This is an optimization exercise on Yosys and OpenROAD, whose aim is small area, a short achievable clock period and few clock cycles per item, not a production implementation. The RTL was checked by simulation tests, not by an equivalence proof against the original design.

Design ozec_calc, start of the top module:
module ozec_calc (
    input             clk,
    input             rst_n,
    input             in_valid,
    output            in_ready,
    input      [31:0] cmd,
    input             subst,       
    input             nibmode,     
    input             bus_ready,   
    input      [15:0] d_word,      
    input      [7:0]  d_ofs,       
    input      [7:0]  d_rs,        
    input             d_valid,     
    output reg        done,
    output reg [3:0]  err,
    output reg        seq,
    output     [31:0] res0,
    output     [31:0] res1,
    output reg        wr_en,
    output     [6:0]  wr_addr,
    output            wr_two,
    output     [15:0] wr_data
);
clock: 115.0 ns
lec_check: 0
abc_area: 1
cap_margin: 20
core_margin: 2
core_utilization: 70
cts_cluster_diameter: 100
cts_cluster_size: 30
slew_margin: 20
standard.sh (not shown) runs the stock make flow with config.mk's settings and CLKGATE_MAP_FILE= SYNTH_SCRIPT=/design/flow/synth_recipe.tcl, a recipe that flattens the netlist after the stock synthesis.
==> flow/flow/run.sh <==
#!/bin/bash
set -e
export BUFFER_PORTS_ARGS="-buffer_cell sky130_fd_sc_hd__buf_2"
bash standard.sh > standard.log 2>&1
Testbench counts at the start, summed over its fixed seeds: cycles 3,904, items 3,200.
==> next run, changes <==
--- a/flow/design.v
+++ b/flow/design.v
@@ -80,15 +80,16 @@
         i_subst   <= subst;
         i_bus     <= bus_ready;
         i_dval    <= d_valid;
         i_word    <= d_word;
         i_ofs     <= d_ofs[7:4];
         i_ofs_inc <= nibmode & d_ofs[7] & (d_ofs[3:0] != 4'd0);
         i_imm_inc <= nibmode & cmd[7] & (cmd[3:0] != 4'd0);
-        i_rs      <= (d_rs & {8{rdy}}) | (i_rs & {8{~rdy}});   
+        if (rdy)                   
+            i_rs  <= d_rs;
     end
     wire [7:0]  op    = i_cmd[31:24];
     wire [7:0]  f_hi  = i_cmd[23:16];
     wire [3:0]  f_lsb = i_cmd[15:12];
     wire [3:0]  f_wm1 = i_cmd[11:8];
     wire        f_sgn = i_cmd[7];
     wire [23:0] imm24 = i_cmd[23:0];
@@ -366,30 +367,26 @@
             default: n_err = 4'd0;
         endcase
     end
     reg [28:0] o_res0;
     reg [24:0] o_res1;
     reg [6:1]  o_addr;
     reg [10:0] o_wdat;
-    reg  [24:0] n_res1v;
+    reg [24:0] n_res1;
     always @(*) begin
         case (f_k)
-            K_V2A:   n_res1v = {5'd0, mv};
-            K_LIM1:  n_res1v = rq[24:0];
-            K_CURR:  n_res1v = {{9{f_d[15]}}, f_d};
-            K_MV:    n_res1v = {12'd0, f_q[12:0]};
-            K_SETVL: n_res1v = 25'd0;
-            K_LIM2:  n_res1v = 25'd0;
-            default: n_res1v = {9'd0, f_d};
+            K_V2A:   n_res1 = {5'd0, mv};
+            K_LIM1:  n_res1 = rq[24:0];
+            K_LIM2:  n_res1 = o_res1;
+            K_CURR:  n_res1 = {{9{f_d[15]}}, f_d};
+            K_MV:    n_res1 = {12'd0, f_q[12:0]};
+            K_SETVL: n_res1 = 25'd0;
+            default: n_res1 = {9'd0, f_d};
         endcase
     end
-    wire        keep1  = (f_k == K_LIM2);
-    wire [24:0] n_res1 = n_res1v | (o_res1 & {25{keep1}});
-    wire        n_sgn1 = n_res1v[24] | (o_sgn1 & keep1);
-    reg         o_sgn1;
     wire [28:0] n_res0 = (f_k == K_MV) ? {9'd0, mv} : rq;
     reg  [6:0]  n_addr;
     always @(*) begin
         if (f_k != K_SETVL)
             n_addr = 7'h34;
         else case (f_d[4:3])
             2'd0: n_addr = 7'h4A;
@@ -400,19 +397,18 @@
     end
     always @(posedge clk) begin
         done    <= rst_n & f_v & (f_k != K_LIM1);
         err     <= n_err;
         seq     <= (f_k == K_SEQ);
         o_res0  <= n_res0;
         o_res1  <= n_res1;
-        o_sgn1  <= n_sgn1;
         wr_en   <= (f_k == K_SETRS) || (f_k == K_SETVL);
         o_addr  <= n_addr[6:1];
         o_wdat  <= (f_k == K_SETVL) ? {f_q[7:5], f_q[4:0], f_d[2:0]}
                                     : {3'd0, f_q[7:0]};
     end
     assign res0    = {{3{o_res0[28]}}, o_res0};
-    assign res1    = {{4{o_sgn1}}, {3{o_res1[24]}}, o_res1};
+    assign res1    = {{7{o_res1[24]}}, o_res1};
     assign wr_addr = {o_addr, 1'b0};
     assign wr_two  = o_addr[6];
     assign wr_data = {o_res0[12:8], o_wdat};
 endmodule
Result: The new run finished clean; wire length went up by 4.0%; setup slack got worse by 0.11 ns; fmax went down by 0.46%; global-route usage went up by 1.1 points; die area went up by 0.89%.
Testbench counts after the change, summed over its fixed seeds: cycles 3,904, items 3,200.


Another version of the RTL of ozec_calc (not shown whole).
Size in the first run: ~420 flip-flops, about 0.023 mm^2 of cells after synthesis.
==> flow/design.v (excerpt) <==
module ozec_calc (
    input             clk,
    input             rst_n,
    input             in_valid,
    output            in_ready,
    input      [31:0] cmd,
    input             subst,       
    input             nibmode,     
    input             bus_ready,   
    input      [15:0] d_word,      
    input      [7:0]  d_ofs,       
    input      [7:0]  d_rs,        
    input             d_valid,     
    output reg        done,
    output reg [3:0]  err,
    output reg        seq,
    output     [31:0] res0,
    output     [31:0] res1,
    output reg        wr_en,
    output     [6:0]  wr_addr,
    output            wr_two,
    output     [15:0] wr_data
);
Settings: LEC_CHECK=0, ABC_AREA=1, CAP_MARGIN=20, CORE_MARGIN=2, CORE_UTILIZATION=80, CTS_CLUSTER_DIAMETER=90, CTS_CLUSTER_SIZE=26, SLEW_MARGIN=20; clock period 115.0 ns.
==> flow/flow/run.sh <==
#!/bin/bash
set -e
export BUFFER_PORTS_ARGS="-buffer_cell sky130_fd_sc_hd__buf_1"
bash standard.sh > standard.log 2>&1
The starting point completed with no timing, DRC or antenna violations.
Testbench counts at the start, summed over its fixed seeds: cycles 3,904, items 3,200.
Next try:
--- a/flow/design.v
+++ b/flow/design.v
@@ -81,13 +81,13 @@
         i_bus     <= bus_ready;
         i_dval    <= d_valid;
         i_word    <= d_word;
         i_ofs     <= d_ofs[7:4];
         i_ofs_inc <= nibmode & d_ofs[7] & (d_ofs[3:0] != 4'd0);
         i_imm_inc <= nibmode & cmd[7] & (cmd[3:0] != 4'd0);
-        i_rs      <= (d_rs & {8{rdy}}) | (i_rs & {8{~rdy}});   
+        i_rs      <= d_rs;
     end
     wire [7:0]  op    = i_cmd[31:24];
     wire [7:0]  f_hi  = i_cmd[23:16];
     wire [3:0]  f_lsb = i_cmd[15:12];
     wire [3:0]  f_wm1 = i_cmd[11:8];
     wire        f_sgn = i_cmd[7];
@@ -200,15 +200,18 @@
     wire [9:0]  lim_m0    = radd({24'd0, lim_v},    {{27{lim_o[4]}}, lim_o}, 1'b0);
     wire [9:0]  lim_m1    = radd({24'd0, lim_mask}, {{27{lim_o[4]}}, lim_o}, 1'b0);
     wire        l0_neg    = lim_m0[9];
     wire        l1_neg    = lim_m1[9];
     wire [8:0]  l0_mp     = lim_m0[8:0] ^ {9{l0_neg}};
     wire [8:0]  l1_mp     = lim_m1[8:0] ^ {9{l1_neg}};
-    reg        sv_pend;
-    reg [8:0]  sv_mag;
-    reg        sv_neg;
+    wire [SW*(NS+1)-1:0] st_in;     
+    wire [SW-1:0] r1      = st_in[SW +: SW];
+    wire          sv_pend = r1[SW-1] & (r1[SW-2 -: 4] == K_LIM1);
+    wire [7:0]    sv_t    = r1[SW-6 -: 8];
+    wire [8:0]    sv_mag  = r1[8:0];
+    wire          sv_neg  = r1[9];
     function [19:0] x3125;
         input [8:0] mp;
         input       n;
         reg [10:0] m3;
         reg [11:0] m5;
         reg [14:0] m53;
@@ -246,27 +249,28 @@
     wire p_lim  = pass & is_lim;
     wire p_rs   = pass & is_rs;
     wire p_unp  = pass & is_unp;
     wire p_sx   = pass & is_sx;
     wire p_svl  = pass & is_svl & i_dval;
     wire p_au   = pass & is_au;
-    wire use_t  = p_cu | p_lim | sv_pend;
+    wire use_t  = p_cu | p_lim;
     wire [27:0] n_cmd = {8'd0, i_cmd[19:5], i_cmd[4] & ~is_au, i_cmd[3:0]};
     wire [27:0] n0 = (n_cmd                    & {28{p_cmd}})
                    | ({15'd0, i_word[15:3]}    & {28{p_cv}})
                    | (cu_num                   & {28{p_cu}})
                    | ({4'd0, lim_num}          & {28{p_lim | sv_pend}})
                    | ({20'd0, rs_eff}          & {28{p_rs}})
                    | (unp_res                  & {28{p_unp}})
                    | ({{23{sx_nib[4]}}, sx_nib} & {28{p_sx}});
     wire [15:0] d0 = (i_word                   & {16{p_cu | p_unp}})
+                   | ({6'd0, l0_neg, l0_mp}    & {16{p_lim}})
                    | ({8'd0, i_rs}             & {16{p_rs}})
                    | ({11'd0, i_cmd[23:22], i_word[2:0]} & {16{p_svl}})
                    | ({8'd0, imm24[7:0]}       & {16{p_sx}})
                    | ({14'd0, auth_class}      & {16{p_au}});
-    wire [7:0]  t0 = use_t ? rs_eff : ((is_v2a | is_svl) & pass) ? 8'd122 : 8'd1;
+    wire [7:0]  t0 = sv_pend ? sv_t : use_t ? rs_eff : ((is_v2a | is_svl) & pass) ? 8'd122 : 8'd1;
     wire        s0 = (p_cu & cu_neg) | (p_lim & l1_neg) | (sv_pend & sv_neg);
     wire        v0 = i_v | sv_pend;
     reg [3:0] k0;
     always @(*) begin
         if (sv_pend)                 k0 = K_LIM2;
         else if (e10)                k0 = K_E10;
@@ -280,17 +284,12 @@
         else if (is_srs)             k0 = K_SETRS;
         else if (is_svl)             k0 = i_dval ? K_SETVL : K_E4;
         else if (is_unp | is_sx)     k0 = K_DEFX;
         else if (is_rs | is_au)      k0 = K_DEF;
         else                         k0 = K_SEQ;
     end
-    always @(posedge clk) begin
-        sv_pend <= rst_n & i_v & ~sv_pend & (k0 == K_LIM1);
-        sv_mag  <= l0_mp;
-        sv_neg  <= l0_neg;
-    end
     wire [SW-1:0] st0 = {v0, k0, t0, 8'd0, n0, s0, d0};
     function [8:0] drow;
         input [8:0] x;
         input [7:0] t;
         input integer i;
         reg [8:0] b;
@@ -306,13 +305,12 @@
             q  = x[8] | ~b[8];
             rn = q ? d : x[7:0];
             if (i < 7) rn = rn & ((8'd1 << (i + 1)) - 8'd1);
             drow = {q, rn};
         end
     endfunction
-    wire [SW*(NS+1)-1:0] st_in;     
     wire [SW*NS-1:0]     st_out;    
     assign st_in[0 +: SW] = st0;
     genvar g;
     generate
         for (g = 0; g < NS; g = g + 1) begin : stage
             wire [SW-1:0] si = st_in[g*SW +: SW];
Effect: Final area goes down by 0.89%. Via count goes down by about 5%. Final cell count goes up by about 0.5%. Wire length goes down by about 11%. Worst hold slack loses 0.0061 ns. First-iteration DRC count goes down by 23%. Die area goes down by 1.2%. Maximum frequency hardly moves.
Testbench counts after the change, summed over its fixed seeds: cycles 3,904, items 3,200.

-- separate check: timing with driven ports --
Ports are ideal in the flow. The routed layouts listed here were re-timed in OpenROAD. Step 1: set_driving_cell puts a clkbuf_16 on clk and a buf_2 on each other input, an assumption about the parent block. Step 2, shift: input delay + t, output delay - t, t = (earliest + latest rising clock arrival at the registers) / 2. This alone moves slack from input paths to output paths. Three values: ideal ports, drivers, drivers and shift; two values: the first two.
run | t (ns) | setup WS [ns] | slew at the worst register clock pin (ns) | worst slew at a driven data input, ns
the first run of note 1 | 0.597 | 90.912 / 90.856 / 91.062 | 0.12 / 0.12 | 0.05
the second run of note 1 | 0.609 | 90.800 / 90.742 / 91.055 | 0.11 / 0.11 | 0.04
the first run of note 2 | 0.605 | 90.876 / 90.817 / 91.060 | 0.10 / 0.10 | 0.12
the second run of note 2 | 0.603 | 90.841 / 90.783 / 90.889 | 0.11 / 0.11 | 0.05
After both steps every run listed still meets setup and hold.
